This design comes from an exercise in tuning for small area, a short achievable clock period and few clock cycles on the open sky130 flow, not from production work. Only simulation tests tie the RTL to the original design; equivalence was not proved. Power figures rest on the tool's default switching activity, not on a simulated workload.

// rob_unit
module rob_unit #(
    parameter MAX_CAP = 16
) (
    input  wire         clk,
    input  wire         rst,           
    input  wire [31:0]  cfg_rob_cap,   
    input  wire         cmd_valid,
    output wire         cmd_ready,
    input  wire [189:0] cmd,
    output reg          rsp_valid,
    output reg          rsp_ok,
    output reg  [185:0] rsp_val
);
    localparam PW = 4;
    localparam N  = 16;
    localparam DW = 154;    
    localparam [3:0] OP_CHECK_SPACE = 4'h4;
    localparam [3:0] OP_INSERT      = 4'h5;
    localparam [3:0] OP_MARK_EXEC   = 4'h6;
    localparam [3:0] OP_MARK_READY  = 4'h7;
    localparam [3:0] OP_CHECK_READY = 4'h8;
    localparam [3:0] OP_CHECK_HEAD  = 4'h9;
    localparam [3:0] OP_WAKEUP      = 4'hA;
    localparam [3:0] OP_REMOVE_HEAD = 4'hB;
    localparam [3:0] OP_RD_STAT     = 4'hC;
    localparam S1_RDY = 72;
    localparam S1_TAG = 73;    
    localparam S2_RDY = 113;
    localparam S2_TAG = 114;   
    localparam [N-1:0] OH0 = {{(N-1){1'b0}}, 1'b1};
    assign cmd_ready = 1'b1;
    reg [PW:0]    rob_cap;
    reg [N-1:0]   last_oh;      
    reg [PW-1:0]  rob_head;
    reg [PW-1:0]  rob_tail;
    reg [N-1:0]   head_oh;
    reg [N-1:0]   tail_oh;
    reg           wrapped;
    reg [N-1:0]   ent_valid;
    reg [N-1:0]   ent_ready;
  ...
For scale: about 7200 cells after synthesis, about 2800 flip-flops, about 110000 um2 of cells after synthesis.
Settings: LEC_CHECK=0, CAP_MARGIN=20, CORE_MARGIN=2, CORE_UTILIZATION=40, PLACE_DENSITY=0.6, SETUP_SLACK_MARGIN=2.5, SLEW_MARGIN=20; clock period 5.0 ns.
run.sh (not shown) runs the stock make flow with config.mk's settings and CLKGATE_MAP_FILE= SYNTH_SCRIPT=/design/flow/synth_recipe.tcl, a recipe that flattens the netlist after the stock synthesis.
The starting point went through all stages and came out clean.
Testbench counts at the start, summed over its fixed seeds: cycles 24,008.
Then changed:
--- a/flow/config.mk
+++ b/flow/config.mk
@@ -8,6 +8,8 @@
 export CAP_MARGIN = 20
 export CORE_MARGIN = 2
-export CORE_UTILIZATION = 40
-export PLACE_DENSITY = 0.6
-export SETUP_SLACK_MARGIN = 2.5
+export CORE_UTILIZATION = 60
+export CTS_CLUSTER_DIAMETER = 80
+export CTS_CLUSTER_SIZE = 22
+export PLACE_DENSITY = 0.7
+export SETUP_SLACK_MARGIN = 2.6
 export SLEW_MARGIN = 20
After rerunning: The new run passed the timing, DRC and antenna checks. Non-clock buffer count goes up by 30. Core utilization rises by 21 points. Clock skew drops by 0.038 ns. Combinational power hardly moves. Final cell count fell by roughly a tenth. Total power decreases by about a fifth. Worst setup slack improves by 0.074 ns. Sequential share of layout area is higher by 2.6 points. Area after synthesis stays the same.
Then changed:
--- a/flow/config.mk
+++ b/flow/config.mk
@@ -8,8 +8,6 @@
 export CAP_MARGIN = 20
 export CORE_MARGIN = 2
-export CORE_UTILIZATION = 60
-export CTS_CLUSTER_DIAMETER = 80
-export CTS_CLUSTER_SIZE = 22
-export PLACE_DENSITY = 0.7
+export CORE_UTILIZATION = 50
+export PLACE_DENSITY = 0.62
 export SETUP_SLACK_MARGIN = 2.6
 export SLEW_MARGIN = 20
=>
- wire length climbs by about 4%
- via count climbs by 1.5%
- clock power climbs by about 60%
- cell count climbs by about 7%
- power climbs by about 20%
- area after synthesis does not change
- global-route usage drops by 6.0 points
- clock-buffer cell count climbs by 192
Then changed:
--- a/flow/config.mk
+++ b/flow/config.mk
@@ -9,4 +9,6 @@
 export CORE_MARGIN = 2
 export CORE_UTILIZATION = 50
+export CTS_CLUSTER_DIAMETER = 80
+export CTS_CLUSTER_SIZE = 22
 export PLACE_DENSITY = 0.62
 export SETUP_SLACK_MARGIN = 2.6
Register-to-register slack loses 0.04 ns.
Final area is lower by a few percent.
Clock power is lower by a quarter to a third.
Sequential share of layout area is higher by 1.6 points.
Critical path depth is lower by 2.
Area after synthesis does not change.
First-iteration DRC count is higher by a few percent.
Wire length is higher slightly.
Setup slack loses 0.063 ns.

afterwards: timing with drivers on the ports:
In the flow no input, the clock included, has a driving cell. The finished layouts below were timed again as built, in two steps. Step 1 assumes that a clkbuf_16 drives the clock port and a buf_2 every other input. Step 2 also shifts input and output timing later by t, the mid clock arrival at the registers, as if the neighbouring blocks saw the same clock. Slacks: ideal ports / drivers / drivers and shift; pairs: ideal ports / drivers.
run | t, ns | setup slack, ns | latest minus earliest clock arrival (ns)
the first run | 1.024 | 2.352 / 2.288 / 1.264 | 0.087 / 0.086
the second run | 0.939 | 2.426 / 2.438 / 1.500 | 0.029 / 0.029
the third run | 1.023 | 2.407 / 2.348 / 1.401 | 0.102 / 0.102
the fourth run | 0.958 | 2.344 / 2.380 / 1.422 | 0.061 / 0.060
After both steps every run listed still meets setup and hold. The setup slack of the first run, which loses most, moves by -0.064 ns with the drivers and by -1.088 ns with both steps.
